This is an optimization exercise on Yosys and OpenROAD, whose aim is small area and a short achievable clock period, not a production implementation. The RTL was checked by simulation tests, not by an equivalence proof against the original design. Power and IR drop assume default switching activity.

Setup of before:
==> module pfc_selor64, before the edit <==
module pfc_selor64 (input wire [63:0] s, input wire [63:0] d, output wire y_n);
    wire [5:0] o;
    genvar g;
    generate
        for (g = 0; g < 4; g = g + 1) begin : g_o
            pfc_or12 u (.s(s[12*g+11:12*g]), .d(d[12*g+11:12*g]), .y(o[g]));
        end
    endgenerate
    pfc_or8 u4 (.s(s[55:48]), .d(d[55:48]), .y(o[4]));
    pfc_or8 u5 (.s(s[63:56]), .d(d[63:56]), .y(o[5]));
    assign y_n = ~|o;
endmodule
export LEC_CHECK = 0
export CAP_MARGIN = 20
export CORE_MARGIN = 2
export CORE_UTILIZATION = 55
export CTS_CLUSTER_DIAMETER = 80
export CTS_CLUSTER_SIZE = 30
export PLACE_DENSITY = 0.65
export SETUP_SLACK_MARGIN = 4.8
export SLEW_MARGIN = 20
export SYNTH_HIERARCHICAL = 1
create_clock -name core_clock -period 12.0 [get_ports {clk}]
standard.sh (not shown) runs the stock make flow with config.mk's settings and CLKGATE_MAP_FILE= SYNTH_SCRIPT=/design/flow/synth_recipe.tcl, a recipe that flattens the netlist after the stock synthesis.
==> flow/flow/run.sh <==
#!/bin/bash
# Standard layout (the standard.sh), with plain minimum-size buffers on
# the ports instead of the default delay-cell port buffers.
export BUFFER_PORTS_ARGS="-buffer_cell sky130_fd_sc_hd__buf_1"
bash standard.sh > standard.log 2>&1
Relative to before, the following input files were edited for after:
-- flow/design.v --
<<< before, line 285
endmodule
module pfc_selor64 (input wire [63:0] s, input wire [63:0] d, output wire y_n);
    wire [5:0] o;
    genvar g;
    generate
        for (g = 0; g < 4; g = g + 1) begin : g_o
            pfc_or12 u (.s(s[12*g+11:12*g]), .d(d[12*g+11:12*g]), .y(o[g]));
        end
    endgenerate
    pfc_or8 u4 (.s(s[55:48]), .d(d[55:48]), .y(o[4]));
    pfc_or8 u5 (.s(s[63:56]), .d(d[63:56]), .y(o[5]));
    assign y_n = ~|o;
endmodule
module pfc_aoi222 (input wire [2:0] s, input wire [2:0] d, output wire y);
>>> after, line 285
endmodule
module pfc_selor64 (input wire [63:0] s, input wire [63:0] d, output wire y_n);
    wire [3:0] o_n;
    genvar g;
    generate
        for (g = 0; g < 4; g = g + 1) begin : g_o
            pfc_nor16 u (.s(s[16*g+15:16*g]), .d(d[16*g+15:16*g]), .y_n(o_n[g]));
        end
    endgenerate
    assign y_n = &o_n;
endmodule
module pfc_aoi222 (input wire [2:0] s, input wire [2:0] d, output wire y);
==> comparison <==
Relative to before, fmax has gone up in after. | combined area of all synthesized cells | after vs before | about 0.9% higher |. The global routing usage on met3 reported for after is smaller than that of before by 0.53 points. Going from before to after, routed via count shows an increase of 985; clock transition time at the flip-flop clock pins of the worst setup and hold paths shows no meaningful change; number of instances in the synthesized netlist shows an increase of 221; final design area excluding fillers shows an increase of 0.0018 sq mm.

---

== the baseline ==
Another version of the RTL of pfc (not shown whole).
For scale: ~5100 cells after synthesis, ~230 I/O pins, about 72000 um2 of cells after synthesis.
Settings: LEC_CHECK=0, CAP_MARGIN=20, CORE_MARGIN=2, CORE_UTILIZATION=55, CTS_CLUSTER_DIAMETER=80, CTS_CLUSTER_SIZE=30, PLACE_DENSITY=0.65, SETUP_SLACK_MARGIN=4.8, SLEW_MARGIN=20, SYNTH_HIERARCHICAL=1; clock period 12.0 ns.
Scripts as last shown in full above: flow/flow/run.sh
Modified inputs, the candidate compared to the baseline
--- a/flow/design.v
+++ b/flow/design.v
@@ -84,21 +84,21 @@
     generate
         for (gj = 0; gj < 32; gj = gj + 1) begin : g_disp
             wire [N_RULES-1:0] dcol;
             for (ge = 0; ge < N_RULES; ge = ge + 1) begin : g_e
                 if (gj >= 16) begin : g_c
                     assign dcol[ge] = cam_chan[ge][gj-16];
                 end else begin : g_p
                     assign dcol[ge] = cam_payl[ge][gj];
                 end
             end
-            pfc_selor32 u_or (.s(dsel), .d(dcol), .y_n(hit_n[gj]));
+            pfc_dselor32 u_or (.s(dsel), .d(dcol), .y_n(hit_n[gj]));
         end
     endgenerate
     wire [15:0] hit_chan = ~hit_n[31:16];
     wire [15:0] hit_payl = ~hit_n[15:0];
     wire        rd_en    = h_re && !rst;
     wire        cam_sel  = (h_addr[7:6] == 2'b01);
     wire [4:0]  rd_entry = h_addr[5:1];
     wire        rd_cam_en = rd_en & cam_sel;
     reg  [N_RULES-1:0] sel_k, sel_d;
     always @(*) begin
@@ -286,10 +286,30 @@
 module pfc_selor64 (input wire [63:0] s, input wire [63:0] d, output wire y_n);
     wire [3:0] o_n;
     genvar g;
     generate
         for (g = 0; g < 4; g = g + 1) begin : g_o
             pfc_nor16 u (.s(s[16*g+15:16*g]), .d(d[16*g+15:16*g]), .y_n(o_n[g]));
         end
     endgenerate
     assign y_n = &o_n;
 endmodule
+module pfc_aoi222 (input wire [2:0] s, input wire [2:0] d, output wire y);
+    assign y = ~((s[0] & d[0]) | (s[1] & d[1]) | (s[2] & d[2]));
+endmodule
+module pfc_or12 (input wire [11:0] s, input wire [11:0] d, output wire y);
+    wire [3:0] a;
+    genvar g;
+    generate
+        for (g = 0; g < 4; g = g + 1) begin : g_a
+            pfc_aoi222 u (.s(s[3*g+2:3*g]), .d(d[3*g+2:3*g]), .y(a[g]));
+        end
+    endgenerate
+    assign y = ~&a;
+endmodule
+module pfc_dselor32 (input wire [31:0] s, input wire [31:0] d, output wire y_n);
+    wire a, b, c;
+    pfc_or12 u0 (.s(s[11:0]),  .d(d[11:0]),  .y(a));
+    pfc_or12 u1 (.s(s[23:12]), .d(d[23:12]), .y(b));
+    pfc_or8  u2 (.s(s[31:24]), .d(d[31:24]), .y(c));
+    assign y_n = ~(a | b | c);
+endmodule
### Flow results
Side by side, final period demand of the worst path turned out lower in the candidate than in the baseline.
Number of nets at the end of the flow went down by a few percent going from the baseline to the candidate.
Compared with the baseline, in the candidate combinational power picked up an extra about 0.9%, number of cells on the worst hold path lost 1, final cycle utilization of the critical path lost 0.23 points.
Capturing element of the worst setup path = h_rdata[14]: the baseline; capturing element of the worst setup path = h_rdata[18]: the candidate
Initial antenna violation count | the candidate above the baseline
Re final worst-path setup slack: the candidate and the baseline aren't equal, and the lower value belongs to the baseline.
In terms of final core area utilization, the candidate and the baseline differ only marginally.
The candidate vs. the baseline: slew at the pin closest to its max-slew limit went down by 21 ps.
Number of fill cells: the candidate and the baseline compared, higher one is the baseline

re-timing with driven ports:
In the flow no input, the clock included, has a driving cell. The finished layouts below were timed again as built, in two steps. Step 1 sets driving cells, clkbuf_16 on the clock port and buf_2 on the other inputs (assumed; they add their load-dependent delay and slew). Step 2, shift: input delay + t, output delay - t, t = (earliest + latest rising clock arrival at the registers) / 2. This alone moves slack from input paths to output paths. a / b / c = ideal ports / drivers / drivers and shift; a / b = the first two.
run | t (ns) | setup slack, ns | worst hold slack (ns) | worst setup path at the end | slew at the worst register clock pin (ns)
before | 0.809 | 4.031 / 3.903 / 3.903 | 0.547 / 0.547 / 0.547 | input to output | 0.12 / 0.12
after | 0.803 | 4.519 / 4.444 / 4.444 | 0.569 / 0.569 / 0.569 | input to output | 0.12 / 0.12
the baseline | 0.794 | 4.637 / 4.534 / 4.534 | 0.560 / 0.560 / 0.560 | input to output | 0.12 / 0.12
the candidate | 0.801 | 4.664 / 4.465 / 4.465 | 0.545 / 0.545 / 0.545 | input to output | 0.12 / 0.12
After both steps setup and hold are still met in every run listed. For the candidate, which loses most, drivers alone change the setup slack by -0.199 ns; drivers and shift together by -0.199 ns.
